Source: an optimization exercise on an open RTL-to-GDS flow (aim: small area, a short achievable clock period and few clock cycles). Production flows keep margins and buffers that such runs may drop.
Only simulation tests tie the RTL to the original design; equivalence was not proved.

===== flow/flow/run.sh =====
#!/bin/bash
# The standard layout (the standard.sh: standard synthesis, floorplan, place,
# CTS, route, finish) with ORFS's setup repair aiming past the required time:
# repair_timing's setup margin is raised so that the resizer keeps shortening
# the longest paths although they already meet the 25 ns clock, and it works
# on the worst 10% of endpoints only. Constraints and clock are unchanged.
set -euo pipefail
export SETUP_SLACK_MARGIN=12
export TNS_END_PERCENT=10
bash standard.sh > standard.log 2>&1

===== flow/standard.sh =====
#!/bin/bash
# synth_recipe.tcl (not shown) runs the flow's synth.tcl, then flattens the netlist and writes it again
# the make line also repeats each setting of config.mk as NAME=value (left out here)
make -C /OpenROAD-flow-scripts/flow DESIGN_CONFIG=/design/flow/config.mk WORK_HOME=/design/flow/orfs CLKGATE_MAP_FILE= SYNTH_SCRIPT=/design/flow/synth_recipe.tcl "${@:-finish}"

===== flow/config.mk =====
export PLATFORM = sky130hd
export DESIGN_NAME = svf_core
export DESIGN_NICKNAME = svf_core
export VERILOG_FILES = /design/flow/design.v
export SDC_FILE = /design/flow/constraint.sdc
export NUM_CORES = 4
export LEC_CHECK = 0
export ABC_AREA = 1
export CAP_MARGIN = 20
export CORE_MARGIN = 2
export CORE_UTILIZATION = 40
export PLACE_DENSITY = 0.5
export SLEW_MARGIN = 20

===== flow/constraint.sdc =====
create_clock -name core_clock -period 25.0 [get_ports {clk}]
set_input_delay 5.0000 -clock core_clock [delete_from_list [all_inputs] [get_ports {clk}]]
set_output_delay 5.0000 -clock core_clock [all_outputs]
set_load 0.01 [all_outputs]

===== flow/design.v =====
module fpr_rec (
    input  wire [31:0] f,
    output wire [35:0] r
);
    wire [7:0]  ef = f[30:23];
    wire [22:0] fr = f[22:0];
    integer i;
    reg [4:0] lz;
    always @* begin
        lz = 5'd0;
        for (i = 0; i < 23; i = i + 1)
            if (fr[i]) lz = 22 - i;
    end
    wire [22:0] sfr = fr << lz;
    wire        e0  = (ef == 8'd0);
    wire        e1  = (ef == 8'hFF);
    wire        fz  = (fr == 23'd0);
    wire [1:0]  cls = e1 ? (fz ? 2'd2 : 2'd3) : (e0 & fz) ? 2'd1 : 2'd0;
    wire [9:0]  ex  = e0 ? (10'd897 - {5'd0, lz}) : ({2'b00, ef} - 10'd127);    
    assign r = {cls, f[31], ex, e0 ? {sfr[21:0], 1'b0} : fr};
endmodule
module fpr_unrec (
    input  wire [35:0] r,
    output reg  [31:0] f
);
    wire [1:0]  cls = r[35:34];
    wire        s   = r[33];
    wire [9:0]  ex  = r[32:23];
    wire [22:0] fr  = r[22:0];
    wire        sub = $signed(ex) < -10'sd126;
    wire [9:0]  shr = 10'd898 - ex;            
    wire [23:0] m   = {1'b1, fr} >> shr[4:0];
    wire [9:0]  eb  = ex + 10'd127;
    always @* begin
        case (cls)
            2'd3:    f = 32'h7FC00000;
            2'd2:    f = {s, 8'hFF, 23'd0};
            2'd1:    f = {s, 31'd0};
            default: f = sub ? {s, 8'd0, m[22:0]} : {s, eb[7:0], fr};
        endcase
    end
endmodule
module fpr_round (
    input  wire [1:0]         cls,
    input  wire               sign,
    input  wire signed [10:0] e0,
    input  wire               hi,
    input  wire [24:0]        v,
    input  wire               st,
    output wire [35:0]        y
);
    wire signed [10:0] e1 = e0 + 11'sd1;
    wire        huge0 = e0 > 11'sd127,   huge1 = e0 > 11'sd126;
    wire        tiny0 = e0 < -11'sd150,  tiny1 = e0 < -11'sd151;
    wire        top0  = e0 == 11'sd127,  top1  = e0 == 11'sd126;
    wire        bot0  = e0 == -11'sd150, bot1  = e0 == -11'sd151;
    wire [10:0] rw0 = -11'sd126 - e0;
    wire [10:0] rw1 = -11'sd127 - e0;
    wire [4:0]  rp0 = (e0 < -11'sd126) ? rw0[4:0] : 5'd0;
    wire [4:0]  rp1 = (e0 < -11'sd127) ? rw1[4:0] : 5'd0;
    wire [25:0] half0 = 26'd1 << rp0, half1 = 26'd1 << rp1;
    wire [25:0] low0  = half0 - 26'd1, low1 = half1 - 26'd1;
    wire signed [10:0] e2 = e0 + 11'sd2;
    wire        huge = hi ? huge1 : huge0;
    wire        tiny = hi ? tiny1 : tiny0;
    wire        top  = hi ? top1  : top0;
    wire        bot  = hi ? bot1  : bot0;
    wire [25:0] half = hi ? half1 : half0;
    wire [25:0] low  = hi ? low1  : low0;
    wire        rb   = |(v & half[24:0]);
    wire        stk  = (|(v & low[24:0])) | st;
    wire        tie  = rb & ~stk;
    wire [25:0] x    = {1'b0, v | low[24:0]};
    wire [25:0] w;
    assign w[0] = ~x[0];
    genvar gi;
    generate
        for (gi = 1; gi < 26; gi = gi + 1) begin : g_inc
            assign w[gi] = x[gi] ^ (&x[gi-1:0]);
        end
    endgenerate
    wire [25:0] wm   = w & ~(low | half) & ~(tie ? {half[24:0], 1'b0} : 26'd0);
    wire        cy   = wm[25];
    wire [10:0] ef   = hi ? (cy ? e2 : e1) : (cy ? e1 : e0);
    wire        zero = tiny | (bot & tie);
    wire        inf  = huge | (top & cy);
    assign y = (cls != 2'd0) ? {cls, sign, 33'd0} :
               inf  ? {2'd2, sign, 33'd0} :
               zero ? {2'd1, sign, 33'd0} :
                      {2'd0, sign, ef[9:0], cy ? 23'd0 : wm[23:1]};
endmodule
module fpr_add (
    input  wire [35:0] a,
    input  wire [35:0] b,
    output reg  [35:0] y
);
    wire [1:0] ca = a[35:34], cb = b[35:34];
    wire a_nan = ca == 2'd3, b_nan = cb == 2'd3;
    wire a_inf = ca == 2'd2, b_inf = cb == 2'd2;
    wire a_zero = ca == 2'd1, b_zero = cb == 2'd1;
    wire [32:0] ka = {~a[32], a[31:0]};
    wire [32:0] kb = {~b[32], b[31:0]};
    wire        swap = ka < kb;
    wire [35:0] l = swap ? b : a;
    wire [35:0] s = swap ? a : b;
    wire [9:0]  d  = l[32:23] - s[32:23];
    wire [4:0]  dc = (d > 10'd27) ? 5'd27 : d[4:0];
    wire [50:0] s_sh = {1'b1, s[22:0], 27'd0} >> dc;
    wire [26:0] am   = {1'b1, l[22:0], 3'b000};
    wire [26:0] bm   = {s_sh[50:25], |s_sh[24:0]};
    wire        eff_sub = l[33] ^ s[33];
    wire [27:0] sum  = eff_sub ? ({1'b0, am} - {1'b0, bm}) : ({1'b0, am} + {1'b0, bm});
    integer i;
    reg [4:0] lz;
    always @* begin
        lz = 5'd0;
        for (i = 0; i < 28; i = i + 1)
            if (sum[i]) lz = 27 - i;
    end
    wire [27:0] nrm = sum << lz;
    wire        rnd = nrm[3] & ((|nrm[2:0]) | nrm[4]);
    wire [24:0] m   = {1'b0, nrm[27:4]} + {24'd0, rnd};
    wire [10:0] ef  = {l[32], l[32:23]} + 11'd1 - {6'd0, lz} + {10'd0, m[24]};
    wire        ovf = $signed(ef) > 11'sd127;
    always @* begin
        if (a_nan || b_nan || (a_inf && b_inf && (a[33] != b[33])))
            y = {2'd3, 34'd0};
        else if (a_inf)
            y = a;
        else if (b_inf)
            y = b;
        else if (a_zero && b_zero)
            y = {2'd1, a[33] & b[33], 33'd0};
        else if (a_zero)
            y = b;
        else if (b_zero)
            y = a;
        else if (sum == 28'd0)
            y = {2'd1, 34'd0};
        else if (ovf)
            y = {2'd2, l[33], 33'd0};
        else
            y = {2'd0, l[33], ef[9:0], m[24] ? 23'd0 : m[22:0]};
    end
endmodule
module fpr_mul (
    input  wire [35:0]        a,
    input  wire [35:0]        b,
    output reg  [1:0]         cls,
    output wire               sign,
    output wire signed [10:0] e0,
    output wire               hi,
    output wire [24:0]        v,
    output wire               st
);
    wire [1:0] ca = a[35:34], cb = b[35:34];
    assign sign = a[33] ^ b[33];
    wire [47:0] prod = {1'b1, a[22:0]} * {1'b1, b[22:0]};
    assign hi = prod[47];
    assign e0 = $signed({a[32], a[32:23]}) + $signed({b[32], b[32:23]});
    assign v  = hi ? prod[47:23] : prod[46:22];
    integer i;
    reg [4:0] tza, tzb;
    always @* begin
        tza = 5'd23;
        tzb = 5'd23;
        for (i = 22; i >= 0; i = i - 1) begin
            if (a[i]) tza = i;
            if (b[i]) tzb = i;
        end
    end
    wire [5:0] tz = {1'b0, tza} + {1'b0, tzb};
    assign st = hi ? (tz < 6'd23) : (tz < 6'd22);
    always @* begin
        if (ca == 2'd3 || cb == 2'd3 || (ca == 2'd2 && cb == 2'd1) || (ca == 2'd1 && cb == 2'd2))
            cls = 2'd3;
        else if (ca == 2'd2 || cb == 2'd2)
            cls = 2'd2;
        else if (ca == 2'd1 || cb == 2'd1)
            cls = 2'd1;
        else
            cls = 2'd0;
    end
endmodule
module fpr_div #(
    parameter K = 7
) (
    input  wire               clk,
    input  wire               start,
    input  wire [35:0]        a,
    input  wire [35:0]        b,
    output reg  [1:0]         cls,
    output reg                sign,
    output reg signed [10:0]  e,
    output wire [24:0]        v,
    output wire               st
);
    localparam ND = (24 + K - 1) / K;
    localparam S  = 1 + ND * K;                
    wire [1:0] ca = a[35:34], cb = b[35:34];
    wire [23:0] na = {1'b1, a[22:0]};
    wire [23:0] nb = {1'b1, b[22:0]};
    wire        lt = na < nb;
    reg [23:0]        dvs;                     
    reg [27:0]        ws, wc;                  
    reg               dp, dn;                  
    reg [S-1:0]       qp, qn;                  
    wire [27:0]       dv = {3'd0, dvs, 1'b0};  
    function [1:0] sel;
        input [3:0] ts, tc;
        reg   [3:0] y4;
        begin
            y4  = ts + tc;
            sel = {~y4[3], y4[3] & ~(&y4)};    
        end
    endfunction
    reg [27:0] s, c, s2, c2, add, ap, an;
    reg [S-1:0] p, n;
    reg        qpos, qneg;
    reg [1:0]  tp, t0, tn;
    reg [3:0]  hp_s, hp_c, h0_s, h0_c, hn_s, hn_c;
    integer k;
    always @* begin
        s = ws;
        c = wc;
        p = qp;
        n = qn;
        qpos = dp;
        qneg = dn;
        ap = ~dv;
        an = dv;
        for (k = 0; k < K; k = k + 1) begin
            s2   = {s[26:0], 1'b0};
            c2   = {c[26:0], 1'b0};
            hp_s = s2[26:23] ^ c2[26:23] ^ ap[26:23];
            hp_c = (s2[25:22] & c2[25:22]) | (s2[25:22] & ap[25:22]) | (c2[25:22] & ap[25:22]);
            h0_s = s2[26:23] ^ c2[26:23];
            h0_c = s2[25:22] & c2[25:22];
            hn_s = s2[26:23] ^ c2[26:23] ^ an[26:23];
            hn_c = (s2[25:22] & c2[25:22]) | (s2[25:22] & an[25:22]) | (c2[25:22] & an[25:22]);
            tp   = sel(hp_s, hp_c);
            t0   = sel(h0_s, h0_c);
            tn   = sel(hn_s, hn_c);
            add  = qpos ? ap : qneg ? an : 28'd0;
            s    = s2 ^ c2 ^ add;
            c    = {((s2[26:0] & c2[26:0]) | (s2[26:0] & add[26:0]) | (c2[26:0] & add[26:0])), qpos};
            p    = {p[S-2:0], qpos};
            n    = {n[S-2:0], qneg};
            {qpos, qneg} = qpos ? tp : qneg ? tn : t0;
        end
    end
    wire [27:0] w0  = lt ? {3'd0, na, 1'b0} : {4'd0, na};
    wire [27:0] dv0 = {3'd0, nb, 1'b0};
    wire [27:0] s1  = {w0[26:0], 1'b0} ^ ~dv0;
    wire [27:0] c1  = {({w0[25:0], 1'b0} & ~dv0[26:0]), 1'b1};
    wire [1:0]  q2  = sel(s1[26:23], c1[26:23]);
    always @(posedge clk) begin
        if (start) begin
            sign <= a[33] ^ b[33];
            e    <= $signed({a[32], a[32:23]}) - $signed({b[32], b[32:23]}) - $signed({10'd0, lt});
            dvs  <= nb;
            ws   <= s1;
            wc   <= c1;
            dp   <= q2[1];
            dn   <= q2[0];
            qp   <= {{(S-1){1'b0}}, 1'b1};     
            qn   <= {S{1'b0}};
            if (ca == 2'd3 || cb == 2'd3 || (ca == 2'd2 && cb == 2'd2) || (ca == 2'd1 && cb == 2'd1))
                cls <= 2'd3;
            else if (ca == 2'd2 || cb == 2'd1)
                cls <= 2'd2;
            else if (cb == 2'd2 || ca == 2'd1)
                cls <= 2'd1;
            else
                cls <= 2'd0;
        end else begin
            ws <= s;
            wc <= c;
            dp <= qpos;
            dn <= qneg;
            qp <= p;
            qn <= n;
        end
    end
    wire [27:0]  rem = ws + wc;
    wire         neg = rem[27];
    wire         rz  = (rem == 28'd0);
    wire         rzd = ((rem ^ dv) == {(rem[26:0] | dv[26:0]), 1'b0});    
    wire [S-1:0] q   = qp + ~qn + {{(S-1){1'b0}}, ~neg};
    assign v  = q[S-1:S-25];
    assign st = (neg ? ~rzd : ~rz) | ((S > 25) ? (|(q << 25)) : 1'b0);
endmodule
module svf_core (
    input  wire        clk,
    input  wire        rst,
    input  wire        cmd_valid,
    output wire        cmd_ready,
    input  wire        cmd_op,       
    input  wire [1:0]  cmd_unit,
    input  wire [1:0]  cmd_mode,     
    input  wire [31:0] cmd_a,        
    input  wire [31:0] cmd_b,        
    output reg         out_valid,
    output reg  [31:0] out_y
);
    localparam K  = 8;                       
    localparam ND = (24 + K - 1) / K;        
    localparam II = 3 + ND;                  
    localparam HZ = 9 + ND;                  
    localparam L  = 10 + ND;                 
    localparam T5 = 4 + ND, T6 = 5 + ND, T7 = 6 + ND, T8 = 7 + ND, T9 = 8 + ND, TF = 9 + ND;
    localparam [35:0] ONE  = {2'd0, 1'b0, 10'd0, 23'd0};
    localparam [35:0] TWO  = {2'd0, 1'b0, 10'd1, 23'd0};
    localparam [35:0] ZERO = {2'd1, 34'd0};
    reg [35:0] g_r   [0:3];
    reg [35:0] a_r   [0:3];
    reg [35:0] den_r [0:3];
    reg [35:0] z1_r  [0:3];
    reg [35:0] z2_r  [0:3];
    reg [1:0]  mode_r [0:3];
    reg [3:0]  cfg_v, z1_v, z2_v;
    reg [L-1:0] tk, cf;
    wire [L-1:0] pr = tk & ~cf;
    reg [3:0]  sc;                           
    reg [1:0]  lu;                           
    reg [1:0]  u_h, u_d, u_t;                
    reg [1:0]  m_h, m_d, m_t;                
    reg [35:0] xr;                           
    reg [35:0] tmp, ct;
    reg [35:0] aa, ab, ma, mb;               
    wire [1:0]  z1_u = tk[T6] ? u_t : cmd_unit;
    wire [1:0]  z2_u = tk[1]  ? u_h : u_t;
    wire [35:0] z1  = z1_v[z1_u] ? z1_r[z1_u] : ZERO;
    wire [35:0] z2  = z2_v[z2_u] ? z2_r[z2_u] : ZERO;
    wire [35:0] g   = cfg_v[u_t] ? g_r[u_t]   : ZERO;
    wire [35:0] den = cfg_v[u_h] ? den_r[u_h] : ONE;
    wire [35:0] a_in = cfg_v[cmd_unit] ? a_r[cmd_unit] : TWO;
    wire [1:0]  m_in = cfg_v[cmd_unit] ? mode_r[cmd_unit] : 2'd0;
    wire [35:0] ra, rb;
    fpr_rec u_rec_a (.f(cmd_a), .r(ra));
    fpr_rec u_rec_b (.f(cmd_b), .r(rb));
    wire rdy = ((sc == II[3:0]) & (cmd_unit != lu)) | (sc >= HZ[3:0]);
    assign cmd_ready = rdy;
    wire take      = cmd_valid & rdy;
    wire take_proc = take & ~cmd_op;
    wire take_cfg  = take & cmd_op;
    wire [35:0] add_y, rnd_y;
    wire [1:0]  m_cls, d_cls;
    wire        m_sign, d_sign, m_st, d_st;
    wire signed [10:0] m_e, d_e;
    wire        m_hi;
    wire [24:0] m_v, d_v;
    fpr_add u_add (.a(aa), .b(ab), .y(add_y));
    fpr_mul u_mul (.a(ma), .b(mb), .cls(m_cls), .sign(m_sign), .e0(m_e), .hi(m_hi), .v(m_v), .st(m_st));
    fpr_div #(.K(K)) u_div (.clk(clk), .start(pr[3]), .a(ma), .b(mb),
                            .cls(d_cls), .sign(d_sign), .e(d_e), .v(d_v), .st(d_st));
    wire dsel = tk[T5];
    fpr_round u_round (.cls(dsel ? d_cls : m_cls), .sign(dsel ? d_sign : m_sign),
                       .e0(dsel ? d_e : m_e), .hi(~dsel & m_hi), .v(dsel ? d_v : m_v), .st(dsel ? d_st : m_st),
                       .y(rnd_y));
    wire [35:0] mul_y = rnd_y;
    wire [35:0] div_y = rnd_y;
    wire [31:0] yv;
    fpr_unrec u_unrec (.r(tk[TF] ? ab : mb), .f(yv));
    always @(posedge clk) begin
        if (rst) begin
            tk        <= {L{1'b0}};
            cf        <= {L{1'b0}};
            sc        <= 4'd15;
            out_valid <= 1'b0;
            cfg_v     <= 4'd0;
            z1_v      <= 4'd0;
            z2_v      <= 4'd0;
        end else begin
            tk <= {tk[L-2:0], take};
            cf <= {cf[L-2:0], take_cfg};
            if (take)              sc <= 4'd1;
            else if (sc != 4'd15)  sc <= sc + 4'd1;
            out_valid <= pr[TF];
            if (take_cfg) begin
                g_r[cmd_unit]    <= ra;
                mode_r[cmd_unit] <= cmd_mode;
                cfg_v[cmd_unit]  <= 1'b1;
            end
            if (cf[T7]) a_r[u_t]   <= add_y;
            if (cf[T9]) den_r[u_t] <= add_y;
            if (pr[T8]) begin
                z1_r[u_t] <= add_y;
                z1_v[u_t] <= 1'b1;
            end
            if (pr[TF]) begin
                z2_r[u_t] <= add_y;
                z2_v[u_t] <= 1'b1;
            end
        end
    end
    always @(posedge clk) begin
        if (take) begin
            lu  <= cmd_unit;
            u_h <= cmd_unit;
            m_h <= m_in;
        end
        xr <= cmd_op ? rb : ra;
        if (tk[3]) begin
            u_d <= u_h;
            m_d <= m_h;
        end
        if (tk[T5 - 1]) begin
            u_t <= u_d;
            m_t <= m_d;
        end
        case (1'b1)
            tk[0]:  begin aa <= cf[0] ? ONE : xr;
                          ab <= cf[0] ? {xr[35:34], ~xr[33], xr[32:0]}
                                      : {mul_y[35:34], ~mul_y[33], mul_y[32:0]}; end
            tk[1]:  begin aa <= add_y;
                          ab <= cf[1] ? add_y : {z2[35:34], ~z2[33], z2[32:0]}; end
            tk[T6]: begin aa <= cf[T6] ? ct : mul_y;   ab <= cf[T6] ? g : z1;     end
            tk[T7]: begin aa <= cf[T7] ? ONE : tmp;    ab <= cf[T7] ? tmp : add_y; end
            tk[T8]: begin aa <= cf[T8] ? add_y : mul_y; ab <= cf[T8] ? mul_y : z2; end
            default: begin aa <= tmp;                  ab <= add_y;               end    
        endcase
        case (1'b1)
            take_proc: begin ma <= a_in;  mb <= z1;  end
            tk[2]:     begin ma <= add_y; mb <= den; end
            tk[T5]:    begin ma <= cf[T5] ? ct : g;  mb <= cf[T5] ? g : div_y;   end
            default:   begin ma <= g;                mb <= cf[T7] ? g : add_y;   end    
        endcase
        tmp <= mul_y;                           
        if (cf[2]) ct <= add_y;                 
        if ((pr[T6] && m_t == 2'd1) ||             
            (pr[T8] && m_t == 2'd2) ||             
            (pr[TF] && m_t == 2'd0))               
            out_y <= yv;
    end
endmodule

==> run summary <==
cells in the mapped netlist (all sizes together) (12+ instances only):
| library cell | n |
|---|---|
| a31oi | 50 |
| a221oi | 47 |
| o21ai | 1306 |
| a21oi | 545 |
| clkbuf | 578 |
| o32ai | 41 |
| inv | 1967 |
| o2111ai | 12 |
| buf | 85 |
| a21boi | 14 |
| clkinv | 18 |
| edfxtp | 841 |
| o221ai | 45 |
| nand2 | 3020 |
| nor3 | 88 |
| nand3 | 625 |
| nand4 | 66 |
| a211oi | 17 |
| ha | 617 |
| o21bai | 25 |
| a21o | 19 |
| o211ai | 105 |
| or2 | 35 |
| nor2 | 1042 |
| a22o | 36 |
| dfxtp | 367 |
| o31ai | 12 |
| fa | 712 |
| nor4 | 27 |
| o22ai | 194 |
| xor2 | 147 |
| a22oi | 73 |
| xnor2 | 77 |
sequential cells by signal, indices dropped and copies added, names as in the netlist, 11 cells and up, named ones only:
signal and flops:
a_r 144, out_y 32, u_div.qp 25, z1_r 144, g_r 140, cf 13, den_r 144, u_div.wc 26
xr 35, tmp 36, u_div.e 11, u_div.ws 27, u_div.dvs 23, u_div.qn 25, tk 13, mb 36
ma 36, aa 36, ct 36, ab 36, z2_r 144
cells by family (layout without fill, tap and decap cells):
logic type                 count (synthesis)  after routing
AOI/OAI and AO/OA                       2584           2585
DFF                                     1208           1208
muxes                                      8              8
and+or+nand+nor                         4927           4942
xor gates and xnor gates                 224            224
buffers and inverters                   2648           3003
other                                      0             14
adders and majority gates               1329           1329
area by class of cell:
cell class              instances  area (um2)  share of cell area (%)
multi-input cells            9088       63700                    52.9
inverters                    1985        7690                    6.39
repair inverters                3        21.3                  0.0177
well taps                    3348        4190                    3.48
repair buffers                748        7280                    6.04
clock buffers                 202        3960                    3.29
clock inverters                65         873                   0.725
flip-flops and latches       1208       32700                    27.2
diodes                         14        35.0                  0.0291
worst min-delay path: stages (launching register included):
cell and delay, ns:
dfxtp_1 0.30, inv_1 0.04, nor2_1 0.03
metrics by stage:
step / utilization (%)
2_1_floorplan: -
4_1_cts: 46.1
5_1_grt: 47.8
3_3_place_gp: 42.2
6_report: 47.8
3_5_place_dp: 42.2
cells in the final DEF, fill, tap and decap left out, types with 149 or more instances in the layout:
cell / n
nand2_1: 2754
inv_1: 1847
o21ai_0: 1105
nor2_1: 943
edfxtp_1: 841
fa_1: 708
ha_1: 580
buf_4: 496
a21oi_1: 490
nand3_1: 446
dfxtp_1: 308
nand2_2: 186
o22ai_1: 179
clkbuf_16: 149
metal layers:
metal / GRT usage (%) / share of wire, %
met3: 5.69 / 8.2
met2: 55.2 / 45
met1: 44.3 / 40
met5: 0 / 0.018
met4: 19.7 / 7.1
path summary, 6_finish.rpt:
kind	startpoint	to	slack, ns	depth (start not counted)
worst min register to register	tk[11]	tk[12]	0.40	2
worst min-delay path	tk[11]	tk[12]	0.40	2
worst max-delay path	ab[32]	ab[22]	11.88	103
worst max register to register	ab[32]	ab[22]	11.88	103
what timing repair did:
action                                  4_1_cts  5_1_grt
setup buffers                               234      162
pin swaps                                   152      322
gates resized for setup                     589      723
endpoints found under the setup margin      808      807
gates cloned                                 33        8
hold buffers                                  0        0
==> results.rst <==
.. list-table::
   :header-rows: 1

   * - Metric
     - Value
   * - First-pass GRT wire length
     - 649,000 um
   * - Synth Warn #
     - 6
   * - # H-tree levels
     - 4
   * - Max capacitance violation total
     - 0
   * - Total number of vias
     - 95,300
   * - Net count after synthesis
     - 14,300
   * - Sinks on Clock Net
     - 1,208
   * - Smallest setup slack after layout
     - 11.88 ns
   * - Drt initial violations
     - 9,970
   * - Die X
     - 508 um
   * - Max Clock Skew
     - 0.0924 ns
   * - Number of antenna violations at the first check in global routing
     - 36
   * - Mean routed wirelength per cell
     - 27.5 um
   * - Die H
     - 508 um
   * - Fraction of the cycle the final worst path needs
     - 52.5%
   * - Post-Route Setup TNS
     - 0 ns
   * - Count of placed standard cells including taps
     - 15,900
   * - Total iterations of the first detailed-routing run
     - 6
   * - Total CTS buffers
     - 143
   * - Run status
     - timing/DRC/antenna clean
   * - Syn-to-layout area delta
     - 18.6%
   * - HP Class
     - reg2reg
   * - Setup repair after global routing missed its margin
     - true
   * - Most used DFF post-synth
     - edfxtp_1
   * - Biggest area consumer among synthesized cells
     - edfxtp_1
   * - Vias in the first global route
     - 93,200
   * - Flip-flop and latch count after synthesis
     - 1,208
   * - Most Frequent Cell on Critical Path
     - nand2_1
   * - Number of buffer cells added on primary ports
     - 105
   * - Overall fraction of global-route tracks in use
     - 34.5%
   * - Remaining Overflow, GRT
     - 0
   * - Buf/Inv on CP
     - 18
   * - Slew at the pin with the worst max-slew slack
     - 1.25 ns
   * - Worst slew margin relative to its limit
     - 16.1%
   * - Category of the most critical setup path
     - reg2reg
   * - Root buf cell
     - clkbuf_16
   * - Non-filler cells in the finished layout
     - 16,700
   * - Number of distinct library cells after synthesis
     - 76
   * - Die Outline Area
     - 0.258 mm2
   * - Simple-gate share of the synthesized area
     - 19.7%
   * - Xor/xnor share of the synthesized area
     - 1.95%
   * - Num ports
     - 106
   * - Async set or reset register ratio after synthesis
     - 0%
   * - Clock transition at the register clock pins on the worst setup and hold paths after CTS
     - 0.06 ns
   * - Time the worst path needs with I/O delays and setup
     - 13.12 ns
   * - Category of the worst setup path launch point
     - flop
   * - Post-synthesis average cell area
     - 7.85 um2
   * - Clk Latency, worst-skew pair
     - 0.86 ns
   * - Placer's final routability congestion estimate
     - 1.02
   * - Share of the synthesized area in compound gates (AO/OA/AOI/OAI)
     - 14.6%
   * - Nets
     - 14,600
   * - Clock tree from TritonCTS
     - done
   * - Effective utilization at floorplan
     - 40.3%
   * - Slowest-stage cell, CP
     - dfxtp_4
   * - Number of standard cells after synthesis
     - 12,900
   * - Critical path arrival
     - 13.83 ns
   * - Pin count of the biggest net entering global routing
     - 81
   * - Row cnt
     - 184
   * - Adder-cell share of the synthesized area
     - 21.6%
   * - Setup-failing EPs final
     - 0
   * - Crit-path max cell delay
     - 0.39 ns
   * - WP data required
     - 25.71 ns
   * - Maximum count of clock buffers along a single path
     - 3
   * - Top cells by area in the synthesized netlist
     - edfxtp_1 (25%), fa_1 (14%), nand2_1 (11%), ha_1 (7.6%), dfxtp_1 (7.2%)
   * - Area of the mapped netlist
     - 0.102 mm2
   * - Highest fanout seen on the critical path
     - 15
   * - Fraction of synthesized cell area taken by the top area cell type
     - 24.9%
   * - Placed cell area
     - 0.106 mm2
   * - Non-Filler Cell Area, Final
     - 0.120 mm2
   * - Number of max-slew violations in the final report
     - 0
   * - Fill cell count
     - 24,800
   * - Count of flip-flops with a built-in enable after synthesis
     - 841
   * - Nature of the critical path endpoint
     - flop
   * - Core region area
     - 0.252 mm2
   * - Post-DRT Antenna Nets
     - 0
   * - Setup Slack @ Placement
     - 7.94 ns
   * - Post-route worst hold slack
     - 0.398 ns
   * - Cell family with most CP delay
     - simple AND/OR/NAND/NOR gates
   * - Largest family of logic cells by synthesized area
     - adder cells
   * - Layout cell share with drive strength beyond 1
     - 14.5%
   * - Number of vias per cell
     - 5.72
   * - Post-route DRC violation count
     - 0
   * - Register area share after synthesis
     - 32.1%
   * - Share of synthesized area spent on multiplexers
     - 0.0789%
   * - Sum of net half-perimeters after detailed placement
     - 324,000 um
   * - Max Clock Freq
     - 0.0762 GHz
   * - Total wirelength of the detailed-routed design
     - 459,000 um
   * - Final Hold Fails
     - 0
Testbench counts, summed over its fixed seeds: cycles 19,152.

-- port drivers added, routing unchanged --
In the flow no input, the clock included, has a driving cell. The finished layout below was timed again as built, in two steps.
Step 1 sets driving cells, clkbuf_16 on the clock port and buf_2 on the other inputs (assumed; they add their load-dependent delay and slew).
Step 2 adds t to the input delays and takes it off the output delays; t is the mean of the earliest and latest rising clock arrival at the registers after step 1. Input paths then give back, and output paths get back, about the clock's delay inside the block.
Slacks: ideal ports / drivers / drivers and shift; pairs: ideal ports / drivers.
t, ns: 0.923
setup WS [ns]: 11.881 / 11.881 / 11.881
hold WS [ns]: 0.398 / 0.398 / 0.398
worst setup path at the end: register to register
After both steps this run still meets setup and hold. The setup slack of this run moves by 0.000 ns with the drivers and by 0.000 ns with both steps.
